Background: an optimization exercise with open tools, aiming at small area, a short achievable clock period and few clock cycles. Do not read the settings as production practice. Where RTL was checked, it was by simulation tests only, not by an equivalence proof against the original. The RTL of run 7 was laid out without a check of its function. No activity file was given, so power comes from the tool's default toggle rates.

===== flow/standard.sh =====
#!/bin/bash
# synth_recipe.tcl (not shown) runs the flow's synth.tcl, then flattens the netlist and writes it again
# the make line also repeats each setting of config.mk as NAME=value (left out here)
make -C /OpenROAD-flow-scripts/flow DESIGN_CONFIG=/design/flow/config.mk WORK_HOME=/design/flow/orfs CLKGATE_MAP_FILE= SYNTH_SCRIPT=/design/flow/synth_recipe.tcl "${@:-finish}"

===== flow/config.mk =====
export PLATFORM = sky130hd
export DESIGN_NAME = rtb_arith
export DESIGN_NICKNAME = rtb_arith
export VERILOG_FILES = /design/flow/design.v
export SDC_FILE = /design/flow/constraint.sdc
export NUM_CORES = 4
export LEC_CHECK = 0
export CAP_MARGIN = 20
export CORE_MARGIN = 2
export CORE_UTILIZATION = 65
export PLACE_DENSITY = 0.8
export SLEW_MARGIN = 20

===== flow/flow/run.sh =====
#!/bin/bash
set -euo pipefail
export SETUP_SLACK_MARGIN=6.5
export TNS_END_PERCENT=0
export BUFFER_PORTS_ARGS="-buffer_cell sky130_fd_sc_hd__buf_2"
bash standard.sh > standard.log 2>&1

===== flow/design.v =====
module rtb_arith (
    input  wire        clk,
    input  wire        rst,
    input  wire        in_valid,
    output wire        in_ready,
    input  wire [1:0]  op,
    input  wire [31:0] a,
    input  wire [31:0] b,
    output wire        out_valid,
    output wire [31:0] result,
    output wire        fits
);
    reg        rdy, ov, fit_q;
    reg        s_div, s_mul, s_pre, s_post, first;
    reg        is_f, neg;
    reg        big;         
    reg [4:0]  cnt;
    reg [31:0] d;
    reg [31:0] r;
    reg [31:0] q;
    assign in_ready  = rdy;
    assign out_valid = ov;
    assign result    = q;
    assign fits      = fit_q;
    wire [33:0] w   = {r, q[31:30]};
    wire [35:0] x   = {{2{s_mul & w[33]}}, w};
    wire [35:0] t1  = x - {4'b0000, d};
    wire [35:0] t2  = x - {3'b000, d, 1'b0};
    wire [35:0] c3s = x ^ {4'b1111, ~d} ^ {3'b111, ~d, 1'b1};
    wire [35:0] c3c = (x & {4'b1111, ~d}) | (x & {3'b111, ~d, 1'b1})
                    | ({4'b1111, ~d} & {3'b111, ~d, 1'b1});
    wire [36:0] t3c = {c3s, 1'b1} + {c3c[34:0], 1'b1, 1'b1};    
    wire [35:0] t3  = t3c[36:1];
    wire        g1  = ~t1[35];
    wire        g2  = ~t2[35];
    wire        g3  = ~t3[35];
    wire [1:0]  qd  = {g2, g3 | (g1 & ~g2)};
    wire        s3  = s_mul ? (q[1:0] == 2'd3) : g3;
    wire        s2  = s_mul ? (q[1:0] == 2'd2) : (g2 & ~g3);
    wire        s1  = s_mul ? (q[1:0] == 2'd1) : (g1 & ~g2);
    wire        s0  = s_mul ? (q[1:0] == 2'd0) : ~g1;
    wire [35:0] ts  = ({36{s3}} & t3) | ({36{s2}} & t2) | ({36{s1}} & t1) | ({36{s0}} & x);
    wire        qb  = g1;    
    wire skip16 = s_div & ~is_f & first & (q[31:16] < d[15:0]);
    wire [31:0] qneg = ~q + 32'd1;
    wire        last = (cnt == 5'd1);
    wire        nofit = is_f & first & (qb | big);
    reg [31:0] q_e, r_e;       
    always @* begin
        q_e = {q[15:0], 16'd0};
        r_e = {16'd0, q[31:16]};
        if (rdy) begin
            case (op)
                2'd0: begin q_e = 32'd0;        r_e = {2'b00, a[26:0], 3'd0}; end
                2'd1: begin q_e = {8'b11000000, a[23:0]}; r_e = 32'hFBFF_FFFF; end
                2'd2: begin q_e = a;            r_e = 32'd0; end
                default: begin q_e = 32'd0;     r_e = 32'd0; end
            endcase
        end else if (s_pre | s_post) begin
            q_e = qneg;
            r_e = 32'd0;
        end
    end
    wire        step = ~rdy & ~s_pre & ~s_post & ~skip16;
    wire [31:0] r_n  = ~step ? r_e : s_mul ? ts[35:4] : ts[31:0];
    wire [31:0] q_n  = ~step ? q_e
                     : (s_mul & last) ? ~{{3{ts[35]}}, ts[35:7]}
                     : s_mul ? {ts[3:2], 2'b00, q[29:2]}
                     : {q[29:0], qd & ~{2{nofit}}};
    always @(posedge clk) begin
        q  <= q_n;
        r  <= r_n;
        if (rst) begin
            rdy    <= 1'b1;
            ov     <= 1'b0;
            s_div  <= 1'b0;
            s_mul  <= 1'b0;
            s_pre  <= 1'b0;
            s_post <= 1'b0;
        end else begin
            ov <= 1'b0;
            if (rdy && in_valid) begin
                rdy   <= 1'b0;
                fit_q <= 1'b0;
                first <= 1'b1;
                is_f  <= (op == 2'd0);
                neg   <= 1'b0;
                big   <= |a[31:27];
                case (op)
                    2'd0: begin
                        d   <= b;
                        cnt <= 5'd13;
                        s_div <= 1'b1;
                    end
                    2'd1: begin
                        d     <= b;
                        cnt   <= 5'd12;
                        s_mul <= 1'b1;
                    end
                    2'd2: begin
                        d   <= {16'd0, b[15:0]};
                        neg <= a[31];
                        cnt <= 5'd16;
                        if (a[31]) s_pre <= 1'b1;
                        else       s_div <= 1'b1;
                    end
                    default: begin
                        rdy <= 1'b1;
                        ov  <= 1'b1;
                    end
                endcase
            end
            if (s_pre) begin
                s_pre <= 1'b0;
                s_div <= 1'b1;
            end
            if (s_div) begin
                cnt   <= cnt - 5'd1;
                first <= 1'b0;
                if (skip16) begin
                    cnt <= 5'd8;
                end else if (nofit) begin
                    s_div <= 1'b0;
                    rdy   <= 1'b1;
                    ov    <= 1'b1;
                end else if (last) begin
                    s_div <= 1'b0;
                    fit_q <= is_f;
                    if (neg)
                        s_post <= 1'b1;
                    else begin
                        rdy <= 1'b1;
                        ov  <= 1'b1;
                    end
                end
            end
            if (s_post) begin
                s_post <= 1'b0;
                rdy    <= 1'b1;
                ov     <= 1'b1;
            end
            if (s_mul) begin
                cnt <= cnt - 5'd1;
                if (last) begin
                    s_mul <= 1'b0;
                    rdy   <= 1'b1;
                    ov    <= 1'b1;
                end
            end
        end
    end
endmodule

===== flow/constraint.sdc =====
create_clock -name core_clock -period 10.0 [get_ports {clk}]
set_input_delay 2.0000 -clock core_clock [delete_from_list [all_inputs] [get_ports {clk}]]
set_output_delay 2.0000 -clock core_clock [all_outputs]
set_load 0.01 [all_outputs]

==> notes.md, run 1 <==
* Clk root buf: clkbuf_16
* Initial antenna violation count at 1
* Rows at 51
* Top cells by count, synth: 153 x nand2_1, 150 x a21oi_1, 124 x ha_1
* Worst vdd ir at 0.231 mV
* Synth Flop Type: dfxtp_1
* Vias/cell at 7.40
* # setup viols final at 0
* Worst path cell trace: clkinvlp_4, buf_12, ha_1, or4b_2, a211o_1, nand2_2, buf_4, nand2_1, a221oi_1, nor2_1
* Post-synth EDFFs at 43
* Initial Util at 66.4%
* Worst hold-check slack at 0.518 ns
* Max-slew headroom at between 20 and 25%
* Initial DRC count at 2284
* CORE AREA at around 20000 sq um
* CTS tree: built
* Routed WL per cell at 25.4 um
* IO Count at 104
* RSZ-0062 raised after global routing: true
* Synth top area share at about an eighth
* Critical Path Sink Type: flop
* Worst Path Required at approximately 10 ns
* Synth Register Bits at roughly 110
* Clock slew at reported path FFs at about 0.09 ns
* Vias in the first global route at 13100
* Final net count at roughly 1900
* DRC violations left at 0
* Final min period at 4.37 ns
* First-pass GRT wire length at between 70000 and 80000 um
* Crit path DAT at approximately 4.6 ns
* Mapped Avg Cell Area at 8.05 sq um
* Share of cells above drive strength 1 at 16.5%
* RePlAce Congestion at ~1.1
* Final hold viol count at 0
* Fmax at approximately 230 MHz
* Cell with the most instances after synthesis: nand2_1
* Post-synthesis sequential area ratio at about a fifth
* Diodes inserted at 0
* Clk sinks at 112
* Post-synth top area cell: ha_1
* Die H at between 100 and 150 um
* CP max-delay cell: or4b_2
* Status: complete, no violations
* Clock skew at 0.0102 ns
* WS Path Type: flop to flop
* First-pass iteration count of the detailed router at 13
* DP HPWL at 36500 um
* R2R depth at 10
* Antenna viol nets, final at 0
* Mapped cell area at 12900 sq um
* Startpoint types: flop
* Library cells used by synthesis at 79
* Grt ovf at 0
* Ys async rst share at 0%
* Max incr delay on CP at 0.83 ns
* Hold Path Stages at 2
* Worst skew pair latency at 0.37 ns
* Cts bufs inserted at 9
* Top cells by area, synth: ha_1 12%, dfxtp_1 11%, edfxtp_1 10%, a21oi_1 5.8%, fa_1 5.3%
* Setup TNS at 0 ns
* Worst-margin pin slew at 1.13 ns
* Maxcap violations at 0
* CTS max path bufs at 2
* Die width at 145 um
* CTS H-tree lvls at 3
* Total track usage at 44.8%
* Final Cycle Share at 43.7%
* Pins Over Slew Limit at 0
* Ys Warns at 1
* Cell leakage power at roughly 6.1 nW
* Post-Syn Nets at 1834
* Die area at around 21000 sq um
* Port bufs at 103
* Via Count at 14400
* Largest net degree at the start of global routing at 57
* Overall routed net length at approximately 49000 um
* Power Dens Cells at 312 nW/um^2
* Crit-path max FO at 23
* Layout area overhead at 13.2%
* Fillcell total at 1496
* Hold crit path type: flop to flop
* Post-Synthesis Cells at 1607
==> worst paths after layout <==
check,from,end,slack [ns]
setup / recovery,d[15],r[13],5.63
hold / removal,neg,s_post,0.52
setup reg to reg,d[15],r[13],5.63
hold reg to reg,neg,s_post,0.52
==> stage by stage <==
| stage | setup slack (ns) | power (mW) | cell area, sq um | utilization, % | instances |
|---|---|---|---|---|---|
| 4_1_cts | 5.76 | 4.20 | 14300 | 73.3 | 1939 |
| 5_1_grt | 5.55 | 4.77 | 14600 | 75.2 | 1949 |
| 3_5_place_dp | 4.89 | 3.59 | 13600 | 69.8 | 1906 |
| 3_3_place_gp | 5.02 | 3.56 | 13600 | 69.8 | 1906 |
| 2_1_floorplan | 6.06 | 2.77 | 12900 | - | 1607 |
| 6_report | 5.63 | 4.57 | 14600 | 75.2 | 1949 |
==> cells by family (layout without fill, tap and decap cells) <==
| family | Yosys count | in the layout | share of synthesized area (%) |
|---|---|---|---|
| xor gates and xnor gates | 110 | 110 | 7.45 |
| and+or+nand+nor | 460 | 460 | 17.2 |
| AOI/OAI and AO/OA | 604 | 604 | 32.3 |
| adders and majority gates | 158 | 158 | 17.3 |
| muxes | 3 | 3 | 0.271 |
| DFF | 112 | 112 | 20.7 |
| buffers and inverters | 160 | 237 | 4.92 |
==> cell type report <==
class | instances | area [sq um] | area share, %
sequential | 112 | 2680 | 18.3
timing repair buffer | 146 | 888 | 6.07
tap | 265 | 332 | 2.26
clock inverter | 6 | 70.1 | 0.478
multi-input combinational | 1335 | 10100 | 69.1
clock buffer | 10 | 229 | 1.56
inverter | 75 | 320 | 2.19
==> metal layers <==
metal,wire length (um),global-route usage [%]
met3,7730,10.6
met4,2710,18.5
met2,20200,65.9
met5,10,0
met1,18800,63.1
==> sequential cells by signal (all words and copies together) (netlist names), 5 cells and up <==
signal	flops
cnt	5
d	32
q	32
r	32
==> critical path: cells and delay by family, from the launching register on <==
family / cells / cell delay, ns
AO/OA/AOI/OAI: 2 / 1.09
adder cells (fa/ha/maj): 1 / 0.31
buffers and inverters: 3 / 0.72
flip-flops: 1 / 0.39
AND/OR/NAND/NOR: 4 / 1.71
==> cell usage in the layout (no fill, tap or decap), types with 16 or more instances in the layout <==
master    count
o21ai_0      98
fa_1         32
o211ai_1     18
o21a_1       17
edfxtp_1     43
nor3_1       28
xor2_1       49
dfxtp_1      66
buf_2       104
a221oi_1     23
a22oi_1      23
nand2_1     152
or3_1        16
buf_4        36
nor2_1       91
o31ai_1      19
inv_1        57
xnor2_1      61
nand3_1      40
a21oi_1     144
a21o_1       46
nor2b_1      27
ha_1        117
a211oi_1     19
==> report_power, final <==
part / internal [mW] / switching (mW) / leakage, nW / total (mW)
registers: 0.553 / 0.176 / 0.977 / 0.729
logic: 1.33 / 2.12 / 4.96 / 3.45
clock network: 0.179 / 0.211 / 0.146 / 0.391
==> repair_timing <==
action,CTS,global route
setup endpoints to repair,74,74
hold buffers,0,0
resized for setup,63,61
pin swaps,11,13
gates cloned,1,0
buffers inserted,16,10
Testbench counts, summed over its fixed seeds: cycles 34,385.
==> run 2, diff against run 1 <==
--- a/flow/flow/run.sh
+++ b/flow/flow/run.sh
@@ -2,3 +2,3 @@
 set -euo pipefail
-export SETUP_SLACK_MARGIN=6.5
+export SETUP_SLACK_MARGIN=5.8
 export TNS_END_PERCENT=0
--- a/flow/config.mk
+++ b/flow/config.mk
@@ -9,4 +9,4 @@
 export CORE_MARGIN = 2
-export CORE_UTILIZATION = 65
-export PLACE_DENSITY = 0.8
+export CORE_UTILIZATION = 55
+export PLACE_DENSITY = 0.7
 export SLEW_MARGIN = 20
==> run 2 against run 1 <==
Sequential share of layout area up 0.064 points. Final area decreased by 0.35%. Critical endpoint is now q[29]. Synthesized cell count unchanged. Critical path depth grew 5. Sequential power down 1%. Still clean on timing, DRC and antenna. Global-route usage down 5.7 points.
==> notes.md, run 2 <==
* Mapped cell area at 12900 sq um (unchanged)
* Vias/cell at 6.92 (-6.5%)
* DRC violations left at 0 (unchanged)
* Grt ovf at 0 (unchanged)
* Final WS setup at 5.71 ns (+0.0771 ns)
* Startpoint types: flop
* Reg2reg setup slack at 5.71 ns (+0.08 ns)
* Clk sinks at 112 (unchanged)
* Worst setup startpoint: q[31]
* Rows at 56 (+9.8%)
* Cell leakage power at 6.07 nW (-0.14%)
* Layout area overhead at 12.8%
* Share of cells above drive strength 1 at 15.8% (-0.67 points)
* Worst Path Required at 10.29 ns (+0.05 ns)
* Max incr delay on CP at 0.53 ns (-0.30 ns)
* Ys Warns at 1 (unchanged)
* Final min period at 4.29 ns (-0.0771 ns)
* Post-Synthesis Cells at 1607 (unchanged)
* Register Area at 2680 sq um (unchanged)
* Post-synthesis sequential area ratio at 20.7% (unchanged)
* CTS H-tree lvls at 3 (unchanged)
* Post-synth top area cell: ha_1
* Synth Register Bits at 112 (unchanged)
* Routed WL per cell at 24.6 um (-2.9%)
* Cts bufs inserted at 9 (unchanged)
* Diodes inserted at 0 (unchanged)
* Initial Util at 55.6% (-11 points)
* Library cells used by synthesis at 79 (unchanged)
* Clock skew at 0.0175 ns (+0.00732 ns)
* Area occupied by multi-input gates at 10000 sq um (-0.88%)
* RePlAce Congestion at 1.03 (-3.8%)
* Post-synth EDFFs at 43 (unchanged)
* Clock slew at reported path FFs at 0.10 ns (about the same)
* First-pass iteration count of the detailed router at 6 (-7)
* Total track usage at 39.0% (-5.7 points)
* Non-Filler Instances at 2005 (+2.9%)
* Crit path DAT at 4.59 ns (-0.02 ns)
* IO Count at 104 (unchanged)
* Via Count at 13900 (-3.8%)
* First-pass GRT wire length at 74000 um (-0.91%)
* CP delay by family, top: compound AO/OA/AOI/OAI gates
* Most common cell after layout, fill and taps aside: nand2_1
* Largest net degree at the start of global routing at 58 (+1.8%)
* RSZ-0062 raised after global routing: true
* Pins Over Slew Limit at 0 (unchanged)
* Top cells by area, synth: ha_1 12%, dfxtp_1 11%, edfxtp_1 10%, a21oi_1 5.8%, fa_1 5.3%
* DP HPWL at 37400 um (+2.4%)
* Overall routed net length at 49400 um (-0.10%)
* Top cells by count, synth: 153 x nand2_1, 150 x a21oi_1, 124 x ha_1
* CTS max path bufs at 2 (unchanged)
* Status: complete, no violations
* Antenna viol nets, final at 0 (unchanged)
* Port bufs at 103 (unchanged)
* Hold_sp: s_pre
* Worst vdd ir at 0.135 mV (-41%)
* Max-slew headroom at 26.2% (+1.7 points)
* Worst path cell trace: fa_1, inv_1, ha_2, fa_2, nor2b_4, o2111ai_4, a21oi_4, o2111ai_2, and3_4, buf_4, o31ai_2, o22ai_1, a21oi_1, a31oi_1, a22oi_1
* Clk root buf: clkbuf_16
* Die area at 24800 sq um (+18%)
* Worst-margin pin slew at 1.11 ns (-0.0249 ns)
* Mapped Avg Cell Area at 8.05 sq um (unchanged)
* Buf+Inv Stages, Crit Path at 2 (-1)
* Crit-path max FO at 8 (-65%)
* Placed insts at 1959 (+2.8%)
* Final hold viol count at 0 (unchanged)
* Worst skew pair latency at 0.38 ns (about the same)
* Post-Place Setup Slack at 4.82 ns (-0.0704 ns)
* Synth top area share at 12.0% (unchanged)
* Post-Syn Nets at 1834 (unchanged)
* Initial antenna violation count at 1 (unchanged)
* Maxcap violations at 0 (unchanged)
* Fmax at 233 MHz (+1.8%)
* End-of-flow core utilization at 62.7% (-13 points)
* Most frequent cells in the layout: 153 x nand2_1, 143 x a21oi_1, 116 x ha_1
* CORE AREA at 23300 sq um (+20%)
* Critical Path Sink Type: flop
* Final Cycle Share at 42.9% (-0.77 points)
* Hold crit path type: flop to flop
* Power Dens Cells at 308 nW/um^2 (-1.1%)
* Vias in the first global route at 12800 (-2.8%)
* Initial DRC count at 1879 (-18%)
* # hold bufs at CTS at 0 (unchanged)
* Die width at 157 um (+8.5%)
* WS Path Type: flop to flop
* # setup viols final at 0 (unchanged)
* Final net count at 1908 (+0.10%)
* CTS tree: built
* Reg2reg start: q[31]
* Setup TNS at 0 ns (unchanged)
* CP max-delay cell: fa_1
* Cell with the most instances after synthesis: nand2_1
* Ys async rst share at 0% (unchanged)
* Die H at 157 um (+8.5%)
* Fillcell total at 2153 (+44%)
* Synth Flop Type: dfxtp_1
* Top Registers: d x32, q x32, r x32
## run 2: changes by cell type in the layout (fill, tap and decap cells not counted), sizes merged
cell / delta
buf: +1
clkbuf: -1
clkinvlp: -2
inv: +3
mux2: +1
## run 2: path summary, 6_finish.rpt
path	to	cells past startpoint
max	q[29]	15
min	s_pre	1
max reg2reg	q[29]	15
min reg2reg	s_pre	1
## run 2: cell type report
cell class,count,area share [%]
inverter,75,2.13
multi-input combinational,1336,68.8
sequential,112,18.4
clock inverter,7,0.472
tap,319,2.74
timing repair buffer,147,5.98
clock buffer,9,1.54
## run 2: logic make-up (layout without fill, tap and decap cells)
logic type      after synthesis  after routing  synth area share, %
simple gates                460            460                 17.2
compound gates              604            604                 32.3
xor+xnor                    110            110                 7.45
buf+inv                     160            238                 4.92
flops                       112            112                 20.7
fa+ha+maj                   158            158                 17.3
mux                           3              4                0.271
## run 2: metal layers
metal | track usage, % | part of all wire [%]
met1 | 54.5 | 41
met4 | 16.5 | 4.9
met2 | 58.4 | 42
met3 | 8.04 | 12
met5 | 0 | 0.026
## run 2: power breakdown
group          internal [mW]  total (mW)  leakage (nW)  switching, mW
registers              0.553       0.722         0.977          0.169
logic                   1.30        3.38          4.95           2.08
clock network          0.178       0.394         0.145          0.216
total                   2.03        4.50          6.07           2.47
## run 2: repair_timing
| action | in CTS | in global routing |
|---|---|---|
| setup buffers | 7 | 22 |
| setup endpoints to repair | 67 | 66 |
| resized for setup | 43 | 61 |
| pin swaps | 5 | 14 |
| gates cloned | 1 | 0 |
## run 2: metrics by stage
| stage | total power [mW] | instance area, sq um | hold slack [ns] |
|---|---|---|---|
| 6_report | 4.50 | 14600 | 0.537 |
| 5_1_grt | 4.73 | 14600 | 0.543 |
| 4_1_cts | 4.13 | 14100 | 0.535 |
| 3_5_place_dp | 3.59 | 13600 | 0.497 |
| 3_3_place_gp | 3.59 | 13600 | 0.505 |
| 2_1_floorplan | 2.77 | 12900 | 0.448 |
==> run 3, diff against run 2 <==
--- a/flow/flow/run.sh
+++ b/flow/flow/run.sh
@@ -2,3 +2,3 @@
 set -euo pipefail
-export SETUP_SLACK_MARGIN=5.8
+export SETUP_SLACK_MARGIN=6.5
 export TNS_END_PERCENT=0
--- a/flow/config.mk
+++ b/flow/config.mk
@@ -7,3 +7,3 @@
 export LEC_CHECK = 0
-export CAP_MARGIN = 20
+export CAP_MARGIN = 0
 export CORE_MARGIN = 2
@@ -11,2 +11,2 @@
 export PLACE_DENSITY = 0.7
-export SLEW_MARGIN = 20
+export SLEW_MARGIN = 0
==> run 3 against run 2 <==
Non-clock buffer count is 3 higher. Sequential share of layout area fell by 0.063 points. Largest power group unchanged. Critical path type unchanged. Final cell count grew 0.20%.
==> notes.md, run 3 <==
* Status: complete, no violations
* Cell with the most instances after synthesis: nand2_1
* Synth Register Bits at 112 (unchanged)
* Mapped Avg Cell Area at 8.05 sq um (unchanged)
* Reg2reg setup slack at 5.79 ns (+0.08 ns)
* RePlAce Congestion at 1.04 (+0.99%)
* Mapped cell area at 12900 sq um (unchanged)
* Share of cells above drive strength 1 at 16.4% (+0.55 points)
* Routed WL per cell at 24.8 um (+0.49%)
* Final net count at 1912 (+0.21%)
* Initial DRC count at 1983 (+5.5%)
* Grt ovf at 0 (unchanged)
* Post-synth top area cell: ha_1
* Largest net degree at the start of global routing at 57 (-1.7%)
* Maxcap violations at 0 (unchanged)
* Most numerous cell on the critical path: o211ai_1
* Crit path DAT at 4.46 ns (-0.13 ns)
* Top cells by area, synth: ha_1 12%, dfxtp_1 11%, edfxtp_1 10%, a21oi_1 5.8%, fa_1 5.3%
* CTS H-tree lvls at 3 (unchanged)
* Post-Syn Nets at 1834 (unchanged)
* WS Path Type: flop to flop
* Cell leakage power at 6.11 nW (+0.70%)
* Worst-margin pin slew at 1.06 ns (-0.0464 ns)
* Top cells by count, synth: 153 x nand2_1, 150 x a21oi_1, 124 x ha_1
* Final min period at 4.21 ns (-0.0780 ns)
* R2R depth at 15 (unchanged)
* Comb pwr share at 75.3% (about the same)
* Max incr delay on CP at 0.52 ns (about the same)
* Crit-path max FO at 6 (-2)
* Hold crit path type: flop to flop
* Rows at 56 (unchanged)
* Die area at 24800 sq um (unchanged)
* Initial Util at 55.6% (unchanged)
* Ys Warns at 1 (unchanged)
* Die H at 157 um (unchanged)
* Most frequent cells in the layout: 153 x nand2_1, 142 x a21oi_1, 117 x ha_1
* CP max-delay cell: a211oi_2
* Post-synth EDFFs at 43 (unchanged)
* Most common cell after layout, fill and taps aside: nand2_1
* Worst vdd ir at 0.124 mV (-8.0%)
* Internal cell power at 2.03 mW (-0.36%)
* CTS tree: built
* IO Count at 104 (unchanged)
* Antenna viol nets, final at 0 (unchanged)
* DP HPWL at 37700 um (+0.86%)
* Worst Path Required at 10.25 ns (-0.04 ns)
* First-pass GRT wire length at 74700 um (+0.91%)
* Port bufs at 103 (unchanged)
* Hold Path End: s_pre
* Final Cycle Share at 42.1% (-0.78 points)
* Startpoint types: flop
* Via Count at 13800 (-0.33%)
* Die width at 157 um (unchanged)
* Ys async rst share at 0% (unchanged)
* Hold Path Stages at 1 (unchanged)
* Sw Share at 54.9% (about the same)
* RSZ-0062 raised after global routing: true
* Overall routed net length at 49700 um (+0.69%)
* Pins Over Slew Limit at 0 (unchanged)
* Max-slew headroom at 29.3% (+3.1 points)
* Fillcell total at 2110 (-2.0%)
* CTS max path bufs at 2 (unchanged)
* Reg2reg start: d[8]
* Synth top area share at 12.0% (unchanged)
* DRC violations left at 0 (unchanged)
* Worst path cell trace: inv_2, fa_1, ha_4, a21o_1, a31o_2, or2_2, o2111ai_2, and3_4, o211ai_1, a211oi_2, nor2_4, buf_4, o221ai_2, nand2_1, o211ai_1
* First-pass iteration count of the detailed router at 9 (+3)
* Pwr Total at 4.49 mW (-0.25%)
* Synth Flop Type: dfxtp_1
* Clock skew at 0.0155 ns (-0.00202 ns)
* Worst skew pair latency at 0.37 ns (about the same)
* Clock slew at reported path FFs at 0.09 ns (about the same)
* Setup TNS at 0 ns (unchanged)
* Clk sinks at 112 (unchanged)
* Top Registers: d x32, q x32, r x32
* Initial antenna violation count at 1 (unchanged)
* CORE AREA at 23300 sq um (unchanged)
* Clock power frac at 8.6% (about the same)
* # setup viols final at 0 (unchanged)
* Fmax at 237 MHz (+1.9%)
* Post-synthesis sequential area ratio at 20.7% (unchanged)
* Total track usage at 39.6% (+0.58 points)
* Clk root buf: clkbuf_16
* Vias in the first global route at 12700 (-0.70%)
* Cts bufs inserted at 9 (unchanged)
* Layout area overhead at 13.2%
* Vias/cell at 6.89 (-0.53%)
* Diodes inserted at 0 (unchanged)
* Critical Path Sink Type: flop
* Sw Pwr at 2.46 mW (-0.16%)
* # hold bufs at CTS at 0 (unchanged)
* Final hold viol count at 0 (unchanged)
* Post-Synthesis Cells at 1607 (unchanged)
* Reg2reg end: r[24]
* Power Dens Cells at 307 nW/um^2 (-0.59%)
* Sequential fraction of design power at 16.1% (about the same)
* Hold_sp: s_pre
* Library cells used by synthesis at 79 (unchanged)
* End-of-flow core utilization at 62.9% (+0.22 points)
-- run 3: worst max path at each step --
stage | start | endpoint | slack (ns) | cells after the start
3_5_place_dp | q[31] | r[10] | 4.80 | 14
4_1_cts | d[1] | r[16] | 5.91 | 16
2_1_floorplan | q[31] | r[16] | 6.06 | 15
5_1_grt | d[15] | r[16] | 5.66 | 14
6_report | d[8] | r[24] | 5.79 | 15
3_3_place_gp | q[31] | r[10] | 5.01 | 14
-- run 3: layer usage --
metal / vias to the layer above / GRT usage (%) / wire length, um
met5: - / 0 / 13
met4: 2 / 17.2 / 2500
met3: 146 / 7.90 / 5320
met2: 929 / 59.8 / 21200
met1: 6508 / 54.8 / 20700
li1: 6247 / - / -
-- run 3: cell families after synthesis --
| kind of cell | after synthesis | synth area share, % |
|---|---|---|
| compound gates | 604 | 32.3 |
| xor+xnor | 110 | 7.45 |
| fa+ha+maj | 158 | 17.3 |
| buf+inv | 160 | 4.92 |
| flops | 112 | 20.7 |
| mux | 3 | 0.271 |
| simple gates | 460 | 17.2 |
-- run 3: stage by stage --
step | cells | area [sq um] | hold slack (ns) | setup WS [ns]
floorplan | 1607 | 12900 | 0.448 | 6.06
global placement | 1959 | 13600 | 0.497 | 5.01
detailed placement | 1959 | 13600 | 0.504 | 4.80
CTS | 2004 | 14500 | 0.518 | 5.91
global route | 2009 | 14600 | 0.533 | 5.66
finish | 2009 | 14600 | 0.523 | 5.79
-- run 3: power groups by stage --
stage / Sequential [mW] / Clock (mW) / Combinational [mW]
detailed placement: 0.720 / 0 / 2.88
global route: 0.725 / 0.407 / 3.58
finish: 0.722 / 0.387 / 3.38
global placement: 0.719 / 0 / 2.88
floorplan: 0.649 / 0 / 2.12
CTS: 0.709 / 0.389 / 3.21
-- run 3: area by class of cell --
type	count	area (sq um)	share of cell area, %
Clock buffer	9	225	1.54
Clock inverter	7	80.1	0.547
Inverter	75	309	2.11
Multi-Input combinational cell	1337	10100	68.8
Sequential cell	112	2680	18.3
Tap cell	319	399	2.73
Timing Repair Buffer	150	880	6.01
-- run 3: critical path: cells and delay by family (launching register included) --
kind | cells | cell delay (ns)
compound gates | 7 | 1.83
fa+ha+maj | 2 | 0.74
buf+inv | 2 | 0.38
flops | 1 | 0.38
simple gates | 4 | 0.76
-- run 3: repair_timing --
item                       4_1_cts  5_1_grt
setup endpoints to repair       69       69
gates cloned                     4        0
gates resized for setup         87       22
buffers inserted                25        5
pin swaps                       16        9
==> run 4, diff against run 3 <==
--- a/flow/config.mk
+++ b/flow/config.mk
@@ -7,6 +7,6 @@
 export LEC_CHECK = 0
-export CAP_MARGIN = 0
+export CAP_MARGIN = 20
 export CORE_MARGIN = 2
-export CORE_UTILIZATION = 55
+export CORE_UTILIZATION = 50
 export PLACE_DENSITY = 0.7
-export SLEW_MARGIN = 0
+export SLEW_MARGIN = 20
==> run 4 against run 3 <==
Still clean on timing, DRC and antenna. Final area rose by 0.27%. Power grew 2.2%. Fmax down 2.4%. Critical path depth up 1. First-iteration DRC count decreased by 8.8%. Register-to-register slack worse by 0.10 ns. Clock skew increased by 0.013 ns. Non-clock buffer count unchanged. Critical path type unchanged. Largest power group unchanged. Highest routed layer is now met4.
==> notes.md, run 4 <==
* Critical Path Sink Type: flop
* Post-synthesis sequential area ratio at 20.7% (unchanged)
* IO Count at 104 (unchanged)
* Hold Path End: s_pre
* Worst vdd ir at 0.137 mV (+10%)
* Worst Path Required at 10.24 ns (about the same)
* Setup TNS at 0 ns (unchanged)
* Clk root buf: clkbuf_16
* Reg2reg start: d[12]
* End-of-flow core utilization at 58.1% (-4.8 points)
* Share of cells above drive strength 1 at 15.7% (-0.65 points)
* Pins Over Slew Limit at 0 (unchanged)
* Rows at 58 (+3.6%)
* Post-Syn Nets at 1834 (unchanged)
* Area occupied by multi-input gates at 10100 sq um (about the same)
* Final net count at 1912 (unchanged)
* Final WS setup at 5.68 ns (-0.102 ns)
* Routed WL per cell at 25.1 um (+1.5%)
* First-pass GRT wire length at 76300 um (+2.1%)
* Ys async rst share at 0% (unchanged)
* Clock skew at 0.0286 ns (+0.0131 ns)
* Grt ovf at 0 (unchanged)
* Cell with the most instances after synthesis: nand2_1
* WS Path Type: flop to flop
* Register Area at 2680 sq um (about the same)
* Cts bufs inserted at 9 (unchanged)
* Worst-margin pin slew at 1.01 ns (-0.0470 ns)
* Post-synth EDFFs at 43 (unchanged)
* Synth Register Bits at 112 (unchanged)
* Via Count at 14000 (+1.5%)
* Library cells used by synthesis at 79 (unchanged)
* Antenna viol nets, final at 0 (unchanged)
* RePlAce Congestion at 1.02 (-2.3%)
* CTS tree: built
* Final min period at 4.32 ns (+0.102 ns)
* Hold Path Stages at 1 (unchanged)
* Largest net degree at the start of global routing at 57 (unchanged)
* Maxcap violations at 0 (unchanged)
* Startpoint types: flop
* Worst path cell trace: clkinvlp_4, fa_1, ha_1, nand2_1, o21ai_0, a21oi_2, nand2b_1, and3_4, o211ai_1, buf_4, a211oi_4, or2_4, buf_4, a221oi_4, o21ai_0, a21o_1
* Overall routed net length at 50800 um (+2.1%)
* Diodes inserted at 0 (unchanged)
* Initial DRC count at 1808 (-8.8%)
* Clk sinks at 112 (unchanged)
* Final hold viol count at 0 (unchanged)
* Top cells by area, synth: ha_1 12%, dfxtp_1 11%, edfxtp_1 10%, a21oi_1 5.8%, fa_1 5.3%
* Initial antenna violation count at 0 (-1)
* Final Cycle Share at 43.2% (+1.0 points)
* # setup viols final at 0 (unchanged)
* CTS max path bufs at 2 (unchanged)
* Max-slew headroom at 32.2% (+2.9 points)
* Hold_sp: s_pre
* DP HPWL at 37800 um (+0.29%)
* Crit path DAT at 4.56 ns (+0.10 ns)
* Post-Synthesis Cells at 1607 (unchanged)
* Post-synth top area cell: ha_1
* Port bufs at 103 (unchanged)
* Mapped cell area at 12900 sq um (unchanged)
* Post-Place Setup Slack at 4.80 ns (+0.00431 ns)
* R2R depth at 16 (+1)
* Hold crit path type: flop to flop
* CTS H-tree lvls at 3 (unchanged)
* CP max-delay cell: fa_1
* Fillcell total at 2380 (+13%)
* CORE AREA at 25300 sq um (+8.6%)
* Buf+Inv Stages, Crit Path at 3 (+1)
* Most common cell after layout, fill and taps aside: nand2_1
* Die area at 27200 sq um (+9.7%)
* Mapped Avg Cell Area at 8.05 sq um (unchanged)
* Reg2reg setup slack at 5.68 ns (-0.10 ns)
* Top cells by count, synth: 153 x nand2_1, 150 x a21oi_1, 124 x ha_1
* Worst skew pair latency at 0.39 ns (+0.02 ns)
* Synth Flop Type: dfxtp_1
* DRC violations left at 0 (unchanged)
* Ys Warns at 1 (unchanged)
* Fmax at 232 MHz (-2.4%)
* Die H at 165 um (+4.8%)
* Power Dens Cells at 313 nW/um^2 (+2.0%)
* Clock slew at reported path FFs at 0.09 ns (about the same)
* Vias in the first global route at 13000 (+2.7%)
* Status: complete, no violations
* Reg2reg end: r[22]
* Cell leakage power at 6.11 nW (about the same)
* Die width at 165 um (+4.8%)
* Initial Util at 51.2% (-4.4 points)
* RSZ-0062 raised after global routing: true
* Max incr delay on CP at 0.54 ns (+0.02 ns)
* Crit-path max FO at 8 (+2)
* Vias/cell at 6.95 (+0.92%)
* CP delay by family, top: compound AO/OA/AOI/OAI gates
* Total track usage at 37.0% (-2.6 points)
* Most frequent cells in the layout: 153 x nand2_1, 144 x a21oi_1, 121 x ha_1
* Top Registers: d x32, q x32, r x32
* Layout area overhead at 13.5%
* Synth top area share at 12.0% (unchanged)
* First-pass iteration count of the detailed router at 9 (unchanged)
-- run 4: cell counts after synthesis --
Identical to the previous run, type by type.
-- run 4: worst max-delay path by stage --
stage / startpoint / end / slack [ns] / cells past startpoint
floorplan: q[31] / r[16] / 6.06 / 15
global placement: q[31] / r[6] / 4.48 / 14
detailed placement: d[0] / r[25] / 4.80 / 17
CTS: d[1] / r[16] / 5.77 / 17
global route: d[26] / q[13] / 5.57 / 16
finish: d[12] / r[22] / 5.68 / 16
-- run 4: layout make-up --
| class | instances | area share [%] |
|---|---|---|
| clock buffers | 10 | 1.63 |
| clock inverters | 6 | 0.460 |
| inverters | 75 | 2.10 |
| multi-input cells | 1337 | 68.5 |
| flip-flops and latches | 112 | 18.2 |
| well taps | 330 | 2.81 |
| repair buffers | 150 | 6.22 |
-- run 4: power by group --
group	switching [mW]	internal (mW)
Combinational	2.13	1.34
Sequential	0.169	0.553
Clock	0.214	0.186
-- run 4: logic make-up (layout without fill, tap and decap cells) --
group	after synthesis	count (layout)	synth area share, %
buffers and inverters	160	241	4.92
AOI/OAI and AO/OA	604	604	32.3
and+or+nand+nor	460	461	17.2
muxes	3	4	0.271
adders and majority gates	158	158	17.3
xor gates and xnor gates	110	110	7.45
DFF	112	112	20.7
-- run 4: layer usage --
metal  global-route usage, %  wire length, um
met5                       0                0
met4                    17.9             2810
met1                    51.5            20900
met2                    55.3            21300
met3                    6.63             5830
-- run 4: worst register-to-register path, cell delays in order, from the launching register on --
cell,delay (ns)
edfxtp_1,0.38
clkinvlp_4,0.25
fa_1,0.54
ha_1,0.44
nand2_1,0.15
o21ai_0,0.27
a21oi_2,0.13
nand2b_1,0.16
and3_4,0.21
o211ai_1,0.18
buf_4,0.17
a211oi_4,0.06
or2_4,0.34
buf_4,0.17
a221oi_4,0.37
o21ai_0,0.15
a21o_1,0.22
-- run 4: through the flow --
stage | cells | hold slack, ns | cell area (sq um) | power [mW]
after detailed placement | 1970 | 0.503 | 13600 | 3.60
after floorplan | 1607 | 0.448 | 12900 | 2.77
after global routing | 2020 | 0.531 | 14700 | 4.82
final | 2020 | 0.525 | 14700 | 4.59
after global placement | 1970 | 0.498 | 13600 | 3.61
after CTS | 2008 | 0.516 | 14500 | 4.34
-- run 4: what timing repair did --
action                     in CTS  in global routing
setup endpoints to repair      74                 74
setup buffers                  19                 12
cloned                          3                  0
pin swaps                      16                  9
hold buffers                    0                  0
resized for setup              76                 23
==> run 5, diff against run 4 <==
--- a/flow/config.mk
+++ b/flow/config.mk
@@ -9,3 +9,3 @@
 export CORE_MARGIN = 2
-export CORE_UTILIZATION = 50
+export CORE_UTILIZATION = 55
 export PLACE_DENSITY = 0.7
==> run 5 against run 4 <==
Clock power shrank 3%. Hold slack lost 0.0015 ns. Utilization grew 4.8 points. Die area shrank 8.9%. Area after synthesis is the same. Still clean on timing, DRC and antenna. Sequential share of layout area grew 0.067 points. Critical path depth shrank 1. Non-clock buffer count is the same.
==> notes.md, run 5 <==
* Met3 wire length at 5320 um (-8.7%)
* Post-synthesis sequential area ratio at 20.7% (unchanged)
* # hold bufs at CTS at 0 (unchanged)
* Routed WL per cell at 24.8 um (-1.5%)
* Library cells used by synthesis at 79 (unchanged)
* Post-Syn Nets at 1834 (unchanged)
* Final hold viol count at 0 (unchanged)
* Worst-margin pin slew at 1.06 ns (+0.0470 ns)
* Synth top area share at 12.0% (unchanged)
* Largest net degree at the start of global routing at 57 (unchanged)
* Die width at 157 um (-4.5%)
* Worst skew pair latency at 0.37 ns (-0.02 ns)
* Final Cycle Share at 42.1% (-1.0 points)
* Grt ovf at 0 (unchanged)
* Ys async rst share at 0% (unchanged)
* Non-Filler Instances at 2009 (-0.54%)
* Max incr delay on CP at 0.52 ns (-0.02 ns)
* Ys Warns at 1 (unchanged)
* Die area at 24800 sq um (-8.9%)
* Post-synth top area cell: ha_1
* CP max-delay cell: a211oi_2
* Worst Path Required at 10.25 ns (about the same)
* Post-Synthesis Cells at 1607 (unchanged)
* Clock skew at 0.0155 ns (-0.0131 ns)
* Placed insts at 1959 (-0.56%)
* Pins Over Slew Limit at 0 (unchanged)
* Die H at 157 um (-4.5%)
* M1 WL at 20700 um (-0.62%)
* Critical Path Sink Type: flop
* Cts bufs inserted at 9 (unchanged)
* Total track usage at 39.6% (+2.6 points)
* Mapped Avg Cell Area at 8.05 sq um (unchanged)
* First-pass GRT wire length at 74700 um (-2.1%)
* Most numerous cell on the critical path: o211ai_1
* Initial Util at 55.6% (+4.4 points)
* RePlAce Congestion at 1.04 (+2.3%)
* Synth Flop Type: dfxtp_1
* DRC violations left at 0 (unchanged)
* Top Registers: d x32, q x32, r x32
* First-pass iteration count of the detailed router at 9 (unchanged)
* Rows at 56 (-3.4%)
* Diodes inserted at 0 (unchanged)
* Port bufs at 103 (unchanged)
* Status: complete, no violations
* Via Count at 13800 (-1.5%)
* Initial DRC count at 1983 (+9.7%)
* CP delay by family, top: compound AO/OA/AOI/OAI gates
* Crit path DAT at 4.46 ns (-0.10 ns)
* Maxcap violations at 0 (unchanged)
* Top sig layer: met5
* Power Dens Cells at 307 nW/um^2 (-1.9%)
* Most frequent cells in the layout: 153 x nand2_1, 142 x a21oi_1, 117 x ha_1
* Synth Register Bits at 112 (unchanged)
* DP HPWL at 37700 um (-0.29%)
* Mapped cell area at 12900 sq um (unchanged)
* CTS H-tree lvls at 3 (unchanged)
* Vias/cell at 6.89 (-0.91%)
* Initial antenna violation count at 1 (+1)
* Top cells by area, synth: ha_1 12%, dfxtp_1 11%, edfxtp_1 10%, a21oi_1 5.8%, fa_1 5.3%
* Clk sinks at 112 (unchanged)
* Layout area overhead at 13.2%
* # setup viols final at 0 (unchanged)
* Startpoint types: flop
* RSZ-0062 raised after global routing: true
* CTS tree: built
* CTS max path bufs at 2 (unchanged)
* Vias in the first global route at 12700 (-2.6%)
* Overall routed net length at 49700 um (-2.0%)
* Most common cell after layout, fill and taps aside: nand2_1
* Post-synth EDFFs at 43 (unchanged)
* Top cells by count, synth: 153 x nand2_1, 150 x a21oi_1, 124 x ha_1
* Worst vdd ir at 0.124 mV (-9.3%)
* Fmax at 237 MHz (+2.4%)
* Antenna viol nets, final at 0 (unchanged)
* Crit-path max FO at 6 (-2)
* WS Path Type: flop to flop
* CORE AREA at 23300 sq um (-7.9%)
* Worst path cell trace: inv_2, fa_1, ha_4, a21o_1, a31o_2, or2_2, o2111ai_2, and3_4, o211ai_1, a211oi_2, nor2_4, buf_4, o221ai_2, nand2_1, o211ai_1
* Buf+Inv Stages, Crit Path at 2 (-1)
* Final min period at 4.21 ns (-0.102 ns)
* Setup TNS at 0 ns (unchanged)
* Max-slew headroom at 29.3% (-2.9 points)
* Hold crit path type: flop to flop
* Met2 wire length at 21200 um (-0.54%)
* Post-Place Setup Slack at 4.80 ns (-0.00431 ns)
* End-of-flow core utilization at 62.9% (+4.8 points)
* Cell leakage power at 6.11 nW (about the same)
* IO Count at 104 (unchanged)
* Clk root buf: clkbuf_16
* Clock slew at reported path FFs at 0.09 ns (about the same)
* Final WS setup at 5.79 ns (+0.102 ns)
* Share of cells above drive strength 1 at 16.4% (+0.65 points)
* Final net count at 1912 (unchanged)
* Cell with the most instances after synthesis: nand2_1
==> run 5: routing by layer <==
layer | track usage, % | vias to the layer above
met5 | 0 | -
met4 | 17.2 | 2
met3 | 7.90 | 146
met2 | 59.8 | 929
met1 | 54.8 | 6508
li1 | - | 6247
==> run 5: cell families after synthesis <==
family	after synthesis	synth area share, %
XOR/XNOR	110	7.45
AND/OR/NAND/NOR	460	17.2
multiplexers	3	0.271
flip-flops	112	20.7
AO/OA/AOI/OAI	604	32.3
adder cells (fa/ha/maj)	158	17.3
buffers and inverters	160	4.92
==> run 5: path summary, 6_finish.rpt <==
check / startpoint / end / slack, ns / depth (start not counted)
max reg2reg: d[8] / r[24] / 5.79 / 15
max: d[8] / r[24] / 5.79 / 15
min reg2reg: s_pre / s_pre / 0.52 / 1
min: s_pre / s_pre / 0.52 / 1
==> run 5: what timing repair did <==
item                                    4_1_cts  5_1_grt
resized for setup                            86       22
gates cloned                                  4        0
hold endpoints to repair                      0        0
endpoints found under the setup margin       69       69
buffers inserted                             25        5
pin swaps                                    16        9
==> run 5: power by group <==
group | internal, mW | switching [mW]
Clock | 0.180 | 0.207
Combinational | 1.29 | 2.09
Sequential | 0.553 | 0.168
==> run 5: through the flow <==
| stage | cell area, sq um | power (mW) | hold WS [ns] |
|---|---|---|---|
| 2_1_floorplan | 12900 | 2.77 | 0.448 |
| 3_5_place_dp | 13600 | 3.60 | 0.504 |
| 3_3_place_gp | 13600 | 3.60 | 0.497 |
| 4_1_cts | 14500 | 4.31 | 0.518 |
| 5_1_grt | 14600 | 4.72 | 0.533 |
| 6_report | 14600 | 4.49 | 0.523 |
==> run 5: layout make-up <==
cell class | instances | area (sq um)
fillers | 2110 | 8620
repair buffers | 150 | 880
multi-input cells | 1337 | 10100
inverters | 75 | 309
flip-flops and latches | 112 | 2680
well taps | 319 | 399
clock buffers | 9 | 225
clock inverters | 7 | 80.1
==> run 6, diff against run 5 <==
--- a/flow/config.mk
+++ b/flow/config.mk
@@ -10,3 +10,3 @@
 export CORE_UTILIZATION = 55
-export PLACE_DENSITY = 0.7
+export PLACE_DENSITY = 0.65
 export SLEW_MARGIN = 20
==> run 6 against run 5 <==
Global-route usage rose by 1.5 points. Fmax decreased by 2.6%. Synthesized cell count is the same. Sequential cell count unchanged. Final area about the same. Critical path depth increased by 1. Clock power grew 4%. Area after synthesis stayed put. Largest cell class unchanged.
==> notes.md, run 6 <==
* Sw Share at 55.3% (+0.42 points)
* Routed WL per cell at 25.5 um (+2.8%)
* Worst-margin pin slew at 1.11 ns (+0.0448 ns)
* Sequential fraction of design power at 15.9% (-0.2 points)
* Comb pwr share at 75.3% (about the same)
* Final hold viol count at 0 (unchanged)
* Grt ovf at 0 (unchanged)
* Worst skew pair latency at 0.39 ns (+0.02 ns)
* Synth Register Bits at 112 (unchanged)
* Mapped Avg Cell Area at 8.05 sq um (unchanged)
* Final min period at 4.33 ns (+0.113 ns)
* Power Dens Cells at 310 nW/um^2 (+1.2%)
* Internal cell power at 2.03 mW (+0.29%)
* Library cells used by synthesis at 79 (unchanged)
* Simple-gate share of the synthesized area at 17.2% (unchanged)
* Port bufs at 103 (unchanged)
* IO Count at 104 (unchanged)
* Pins Over Slew Limit at 0 (unchanged)
* Top Registers: d x32, q x32, r x32
* Post-Synthesis Cells at 1607 (unchanged)
* Worst path cell trace: clkinvlp_4, buf_4, fa_1, ha_2, a21o_1, a31o_2, or2_2, o2111ai_2, and3_4, o211ai_1, a211oi_2, or2_4, buf_4, a221o_1, nor2_1, a211oi_1
* RSZ-0062 raised after global routing: true
* First-pass iteration count of the detailed router at 6 (-3)
* Most numerous cell on the critical path: buf_4
* Initial DRC count at 2052 (+3.5%)
* Vias/cell at 6.93 (+0.68%)
* Max-slew headroom at 26.1% (-3.3 points)
* Share of cells above drive strength 1 at 16.0% (-0.42 points)
* Top cells by area, synth: ha_1 12%, dfxtp_1 11%, edfxtp_1 10%, a21oi_1 5.8%, fa_1 5.3%
* Via Count at 13900 (+0.43%)
* Pwr Total at 4.54 mW (+1.2%)
* Die width at 157 um (unchanged)
* Placed insts at 1960 (+0.051%)
* Final WS setup at 5.67 ns (-0.113 ns)
* CORE AREA at 23300 sq um (unchanged)
* Compound-cell area share of the yosys netlist at 32.3% (unchanged)
* DRC violations left at 0 (unchanged)
* Post-synth EDFFs at 43 (unchanged)
* CTS tree: built
* Worst Path Required at 10.27 ns (+0.02 ns)
* Post-synthesis sequential area ratio at 20.7% (unchanged)
* First-pass GRT wire length at 76900 um (+3.0%)
* Post-Syn Nets at 1834 (unchanged)
* Clk root buf: clkbuf_16
* Post-Place Setup Slack at 4.76 ns (-0.0400 ns)
* Ys async rst share at 0% (unchanged)
* Post-route design area at 14700 sq um (about the same)
* R2R depth at 16 (+1)
* Crit path DAT at 4.59 ns (+0.13 ns)
* Clock skew at 0.0189 ns (+0.00336 ns)
* Post-Synth XOR/XNOR Area at 7.45% (unchanged)
* Ys Warns at 1 (unchanged)
* Setup TNS at 0 ns (unchanged)
* End-of-flow core utilization at 63.0% (about the same)
* Vias in the first global route at 13000 (+2.8%)
* Overall routed net length at 51000 um (+2.6%)
* Startpoint types: flop
* Fmax at 231 MHz (-2.6%)
* Hold crit path type: flop to flop
* Final net count at 1906 (-0.31%)
* Antenna viol nets, final at 0 (unchanged)
* Buf+Inv Stages, Crit Path at 3 (+1)
* CTS max path bufs at 2 (unchanged)
* Most common cell after layout, fill and taps aside: nand2_1
* Post-synth top area cell: ha_1
* DP HPWL at 38100 um (+1.0%)
* Clk sinks at 112 (unchanged)
* RePlAce Congestion at 1.07 (+3.2%)
* Max incr delay on CP at 0.43 ns (-0.09 ns)
* Status: complete, no violations
* Worst hold-check slack at 0.507 ns (-0.0163 ns)
* Cell leakage power at 6.07 nW (-0.76%)
* WS Path Type: flop to flop
* Synth top area share at 12.0% (unchanged)
* Final Cycle Share at 43.3% (+1.1 points)
* Worst vdd ir at 0.128 mV (+3.2%)
* Post-Synth Adder-Cell Area at 17.3% (unchanged)
* Maxcap violations at 0 (unchanged)
* Crit-path max FO at 7 (+1)
* CP Depth at 16 (+1)
* Cts bufs inserted at 9 (unchanged)
* Mapped cell area at 12900 sq um (unchanged)
* Total track usage at 41.1% (+1.5 points)
* Placed Instance Area at 13600 sq um (about the same)
* Largest net degree at the start of global routing at 57 (unchanged)
* Synth Flop Type: dfxtp_1
* Rows at 56 (unchanged)
* Non-Filler Instances at 2004 (-0.25%)
* CP max-delay cell: fa_1
* Post-synthesis mux area share at 0.271% (unchanged)
* CTS H-tree lvls at 3 (unchanged)
* # setup viols final at 0 (unchanged)
* Top cells by count, synth: 153 x nand2_1, 150 x a21oi_1, 124 x ha_1
* Initial antenna violation count at 1 (unchanged)
* Layout area overhead at 13.3% (about the same)
* CP delay by family, top: compound AO/OA/AOI/OAI gates
* Most frequent cells in the layout: 153 x nand2_1, 145 x a21oi_1, 116 x ha_1
* Largest family of logic cells by synthesized area: compound AO/OA/AOI/OAI gates
* Clock power frac at 8.8% (+0.2 points)
* Initial Util at 55.6% (unchanged)
* Critical Path Sink Type: flop
* # hold bufs at CTS at 0 (unchanged)
* Die area at 24800 sq um (unchanged)
* Sw Pwr at 2.51 mW (+2.0%)
* Clock slew at reported path FFs at 0.10 ns (about the same)
* Die H at 157 um (unchanged)
* Cell with the most instances after synthesis: nand2_1
* Hold Path Stages at 1 (unchanged)
run 6: timing repair:
item,in CTS,in global routing
gates resized for setup,86,25
endpoints found under the hold margin,0,0
cloned,2,0
buffers inserted,21,4
endpoints found under the setup margin,74,97
pin swaps,14,7
run 6: cell families after synthesis:
kind of cell               after synthesis
adders and majority gates              158
buffers and inverters                  160
and+or+nand+nor                        460
AOI/OAI and AO/OA                      604
muxes                                    3
xor gates and xnor gates               110
DFF                                    112
run 6: worst paths after layout:
kind                            startpoint  endpoint  slack (ns)
worst max-delay path                  d[7]      r[7]        5.67
worst min-delay path                 s_pre     s_pre        0.51
worst max register to register        d[7]      r[7]        5.67
worst min register to register       s_pre     s_pre        0.51
run 6: per-layer routing:
layer / routed length, um / vias to the layer above / track usage [%]
met4: 2460 / 0 / 16.6
met1: 20900 / 6529 / 56.4
met3: 6160 / 168 / 9.03
li1: - / 6226 / -
met5: 0 / - / 0
met2: 21500 / 968 / 62.7
run 6: layout make-up:
cell class | count | area [sq um]
diodes | 1 | 2.50
clock inverters | 6 | 72.6
clock buffers | 10 | 239
repair buffers | 145 | 858
flip-flops and latches | 112 | 2680
fillers | 2126 | 8610
inverters | 75 | 315
multi-input cells | 1336 | 10100
well taps | 319 | 399
run 6: power by group through the flow:
| stage | combinational (mW) | sequential (mW) | clock, mW |
|---|---|---|---|
| 4_1_cts | 3.21 | 0.709 | 0.397 |
| 5_1_grt | 3.62 | 0.723 | 0.415 |
| 3_5_place_dp | 2.91 | 0.718 | 0 |
| 3_3_place_gp | 2.91 | 0.716 | 0 |
| 6_report | 3.42 | 0.724 | 0.401 |
| 2_1_floorplan | 2.12 | 0.649 | 0 |
==> run 7, diff against run 6 <==
--- a/flow/design.v
+++ b/flow/design.v
@@ -13,3 +13,3 @@
     reg        rdy, ov, fit_q;
-    reg        s_div, s_mul, s_pre, s_post, first;
+    reg        s_div, s_mul, s_post, first;
     reg        is_f, neg;
@@ -43,4 +43,6 @@
     wire        qb  = g1;    
-    wire skip16 = s_div & ~is_f & first & (q[31:16] < d[15:0]);
-    wire [31:0] qneg = ~q + 32'd1;
+    wire [31:0] sa   = a ^ {32{a[31]}};
+    wire        sk16 = a[31] ? (~a[31:16] < b[15:0]) : (a[31:16] < b[15:0]);
+    wire        exact = (r[15:0] + 16'd1) == d[15:0];
+    wire [31:0] qneg  = ~q + {31'd0, ~exact};
     wire        last = (cnt == 5'd1);
@@ -49,4 +51,4 @@
     always @* begin
-        q_e = {q[15:0], 16'd0};
-        r_e = {16'd0, q[31:16]};
+        q_e = qneg;
+        r_e = 32'd0;
         if (rdy) begin
@@ -55,11 +57,11 @@
                 2'd1: begin q_e = {8'b11000000, a[23:0]}; r_e = 32'hFBFF_FFFF; end
-                2'd2: begin q_e = a;            r_e = 32'd0; end
+                2'd2: begin
+                    q_e = sk16 ? {sa[15:0], 16'd0} : sa;
+                    r_e = sk16 ? {16'd0, sa[31:16]} : 32'd0;
+                end
                 default: begin q_e = 32'd0;     r_e = 32'd0; end
             endcase
-        end else if (s_pre | s_post) begin
-            q_e = qneg;
-            r_e = 32'd0;
         end
     end
-    wire        step = ~rdy & ~s_pre & ~s_post & ~skip16;
+    wire        step = ~rdy & ~s_post;
     wire [31:0] r_n  = ~step ? r_e : s_mul ? ts[35:4] : ts[31:0];
@@ -77,3 +79,2 @@
             s_mul  <= 1'b0;
-            s_pre  <= 1'b0;
             s_post <= 1'b0;
@@ -102,5 +103,4 @@
                         neg <= a[31];
-                        cnt <= 5'd16;
-                        if (a[31]) s_pre <= 1'b1;
-                        else       s_div <= 1'b1;
+                        cnt <= sk16 ? 5'd8 : 5'd16;
+                        s_div <= 1'b1;
                     end
@@ -112,6 +112,2 @@
             end
-            if (s_pre) begin
-                s_pre <= 1'b0;
-                s_div <= 1'b1;
-            end
             if (s_div) begin
@@ -119,5 +115,3 @@
                 first <= 1'b0;
-                if (skip16) begin
-                    cnt <= 5'd8;
-                end else if (nofit) begin
+                if (nofit) begin
                     s_div <= 1'b0;
==> flow/flow/run.sh (replaced) <==
#!/bin/bash
set -euo pipefail
export SETUP_SLACK_MARGIN=6.5
export TNS_END_PERCENT=0
export BUFFER_PORTS_ARGS="-buffer_cell sky130_fd_sc_hd__buf_4"
bash standard.sh > standard.log 2>&1
--- a/flow/config.mk
+++ b/flow/config.mk
@@ -9,4 +9,4 @@
 export CORE_MARGIN = 2
-export CORE_UTILIZATION = 55
-export PLACE_DENSITY = 0.65
+export CORE_UTILIZATION = 40
+export PLACE_DENSITY = 0.6
 export SLEW_MARGIN = 20
==> run 7 against run 6 <==
Still clean. Via count up 9.6%. Sequential share of layout area is 2.3 points lower. Global-route usage is 10 points lower.
==> notes.md, run 7 <==
* Final min period at 4.35 ns (+0.0264 ns)
* Grt ovf at 0 (unchanged)
* Cell with the most instances after synthesis: a21oi_1
* Worst vdd ir at 0.158 mV (+23%)
* Post-Syn Nets at 2074 (+13%)
* Top cells by area, synth: ha_1 12%, dfxtp_1 9.7%, edfxtp_1 8.9%, a21oi_1 7.5%, xnor2_1 5.5%
* Mapped cell area at 14200 sq um (+9.9%)
* Top cells by count, synth: 213 x a21oi_1, 153 x nand2_1, 139 x ha_1
* Post-route design area at 16700 sq um (+14%)
* CP max-delay cell: fa_1
* Status: complete, no violations
* DRC violations left at 0 (unchanged)
* CORE AREA at 35300 sq um (+52%)
* Placed Instance Area at 15400 sq um (+13%)
* Fmax at 230 MHz (-0.61%)
* Post-synthesis sequential area ratio at 18.6% (-2.1 points)
* Setup crit end: q[31]
* Crit path DAT at 4.64 ns (+0.05 ns)
* Most frequent cells in the layout: 210 x a21oi_1, 151 x nand2_1, 145 x buf_4
* Pwr Total at 5.34 mW (+18%)
* Cts bufs inserted at 9 (unchanged)
* Overall routed net length at 57700 um (+13%)
* End-of-flow core utilization at 47.4% (-16 points)
* Initial DRC count at 2210 (+7.7%)
* RSZ-0062 raised after global routing: true
* Vias in the first global route at 14600 (+12%)
* Hold crit path type: flop to flop
* Largest net degree at the start of global routing at 52 (-8.8%)
* Crit-path max FO at 27 (+20)
* CTS tree: built
* Layout area overhead at 17.8%
* Worst Path Required at 10.29 ns (+0.02 ns)
* WS Path Type: flop to flop
* Clk sinks at 111 (-0.89%)
* CTS H-tree lvls at 3 (unchanged)
* Pins Over Slew Limit at 0 (unchanged)
* Worst path cell trace: buf_4, ha_1, inv_1, fa_1, a211o_1, a21oi_2, o21ai_1, a41oi_2, o211ai_1, a31o_2, o31ai_4, buf_6, a222oi_1, o21ai_1, nand3_1, a31oi_4
* Placed insts at 2318 (+18%)
* Worst setup startpoint: d[0]
* Die area at 37100 sq um (+50%)
* Initial antenna violation count at 0 (-1)
* Post-synth EDFFs at 42 (-2.3%)
* Synth top area share at 12.2% (+0.24 points)
* Rows at 69 (+23%)
* Post-Place Setup Slack at 4.84 ns (+0.0798 ns)
* Total track usage at 30.9% (-10 points)
* Clk root buf: clkbuf_16
* Initial Util at 40.3% (-15 points)
* Max incr delay on CP at 0.43 ns (about the same)
* Hold_sp: neg
* # hold bufs at CTS at 0 (unchanged)
* Synth Flop Type: dfxtp_1
* CTS max path bufs at 2 (unchanged)
* Startpoint types: flop
* Port bufs at 103 (unchanged)
* Routed WL per cell at 24.3 um (-4.7%)
* Most common cell after layout, fill and taps aside: a21oi_1
* Ys Warns at 1 (unchanged)
* Post-synth top area cell: ha_1
* Reg2reg start: d[0]
* Vias/cell at 6.41 (-7.6%)
* Power Dens Cells at 319 nW/um^2 (+2.8%)
* Library cells used by synthesis at 87 (+10%)
* R2R depth at 16 (unchanged)
* RePlAce Congestion at 0.985 (-8.4%)
* IO Count at 104 (unchanged)
* Final net count at 2152 (+13%)
* Final Cycle Share at 43.5% (+0.26 points)
* Die width at 193 um (+22%)
* Maxcap violations at 0 (unchanged)
* Top Registers: d x32, q x32, r x32
* Final WS setup at 5.65 ns (-0.0264 ns)
* Critical Path Sink Type: flop
* Reg2reg end: q[31]
* Ys async rst share at 0% (unchanged)
* Share of cells above drive strength 1 at 16.7% (+0.68 points)
* # setup viols final at 0 (unchanged)
* Post-Synthesis Cells at 1832 (+14%)
* Cell leakage power at 7.01 nW (+16%)
* Setup TNS at 0 ns (unchanged)
* Reg2reg setup slack at 5.65 ns (-0.03 ns)
* Synth Register Bits at 111 (-0.89%)
* Antenna viol nets, final at 0 (unchanged)
* Hold Path Stages at 1 (unchanged)
* Mapped Avg Cell Area at 7.76 sq um (-3.6%)
* Max-slew headroom at 42.5% (+16 points)
* First-pass iteration count of the detailed router at 9 (+3)
* Non-Filler Instances at 2376 (+19%)
* Final hold viol count at 0 (unchanged)
* Worst-margin pin slew at 0.863 ns (-0.242 ns)
* Die H at 193 um (+22%)
* First-pass GRT wire length at 87200 um (+13%)
* Most numerous cell on the critical path: o21ai_1
* Via Count at 15200 (+9.6%)
* Worst hold-check slack at 0.531 ns (+0.0242 ns)
* Clock skew at 0.0134 ns (-0.00548 ns)
* DP HPWL at 43300 um (+14%)
* Clock slew at reported path FFs at 0.09 ns (about the same)
* Worst skew pair latency at 0.39 ns (about the same)
* Diodes inserted at 0 (-1)
## run 7: changes by cell type after synthesis, moves of 16 or more
cell / delta
a21oi_1: +63
nor2_1: +17
inv_1: +31
xor2_1: +22
o31ai_1: -16
xnor2_1: +29
o21ai_1: +27
mux2i_1: +16
o22ai_1: +17
## run 7: report_power, final
part | internal, mW | switching [mW] | total, mW
Clock | 0.179 | 0.219 | 0.398
Sequential | 0.568 | 0.236 | 0.804
Combinational | 1.57 | 2.57 | 4.14
Total | 2.32 | 3.03 | 5.34
## run 7: kinds of logic (layout without fill, tap and decap cells)
family,Yosys count,count (layout),share of synthesized area (%)
multiplexers,18,18,1.27
buffers and inverters,204,284,5.64
adder cells (fa/ha/maj),173,173,17.0
AND/OR/NAND/NOR,484,486,16.2
XOR/XNOR,161,161,9.92
flip-flops,111,111,18.6
AO/OA/AOI/OAI,681,682,31.3
## run 7: metal layers
layer / routed length, um / global-route usage (%) / up-vias
met4: 2680 / 13.3 / 0
met3: 5130 / 5.11 / 150
met1: 24400 / 42.0 / 7270
met5: 0 / 0 / -
met2: 25500 / 48.4 / 856
li1: - / - / 6943
## run 7: worst max-delay path: cells and delay by family (launching register included)
family,cells,cell delay (ns)
DFF,1,0.41
AOI/OAI and AO/OA,10,2.51
and+or+nand+nor,1,0.24
buffers and inverters,3,0.48
adders and majority gates,2,0.58
## run 7: repair_timing
action,CTS,global route
pin swaps,24,22
endpoints found under the hold margin,0,0
setup buffers,17,19
resized for setup,100,46
setup endpoints to repair,76,76
gates cloned,5,1
## run 7: cell type report
class	instances	area, sq um
clock buffer	9	225
clock inverter	7	73.8
fill	3439	18600
inverter	109	434
multi-input combinational	1520	11400
sequential	111	2670
tap	461	577
timing repair buffer	159	1360
## run 7: worst min path at each step
stage                     endpoint  slack [ns]
after floorplan             s_post        0.47
after global placement      s_post        0.51
after detailed placement    s_post        0.51
after CTS                   s_post        0.53
after global routing        s_post        0.55
final                       s_post        0.53

-- re-timing with driven ports --
The results above use ideal ports. As a check the final layouts listed here were re-extracted and re-timed, cells and wires unchanged. Step 1 (the two cells are an assumption about what drives the block):
set clk [get_ports {clk}]
set_driving_cell -lib_cell sky130_fd_sc_hd__clkbuf_16 $clk
set_driving_cell -lib_cell sky130_fd_sc_hd__buf_2 [delete_from_list [all_inputs] $clk]
Step 2, shift: input delay + t, output delay - t, t = (earliest + latest rising clock arrival at the registers) / 2. This alone moves slack from input paths to output paths. Slacks: ideal ports / drivers / drivers and shift; pairs: ideal ports / drivers.
| run | t, ns | setup slack, ns | latest minus earliest clock arrival (ns) | worst register clock-pin slew, ns |
|---|---|---|---|---|
| run 1 | 0.416 | 5.631 / 5.631 / 5.417 | 0.010 / 0.010 | 0.09 / 0.09 |
| run 2 | 0.429 | 5.708 / 5.708 / 5.708 | 0.018 / 0.017 | 0.10 / 0.10 |
| run 3 | 0.415 | 5.786 / 5.786 / 5.786 | 0.015 / 0.015 | 0.09 / 0.09 |
| run 4 | 0.425 | 5.684 / 5.684 / 5.684 | 0.029 / 0.028 | 0.10 / 0.10 |
| run 5 | 0.415 | 5.786 / 5.786 / 5.786 | 0.015 / 0.015 | 0.09 / 0.09 |
| run 6 | 0.426 | 5.673 / 5.673 / 5.673 | 0.019 / 0.019 | 0.10 / 0.10 |
| run 7 | 0.437 | 5.647 / 5.647 / 5.211 | 0.014 / 0.014 | 0.09 / 0.09 |
After both steps every run listed still meets setup and hold. The setup slack of run 7, which loses most, moves by 0.000 ns with the drivers and by -0.436 ns with both steps.
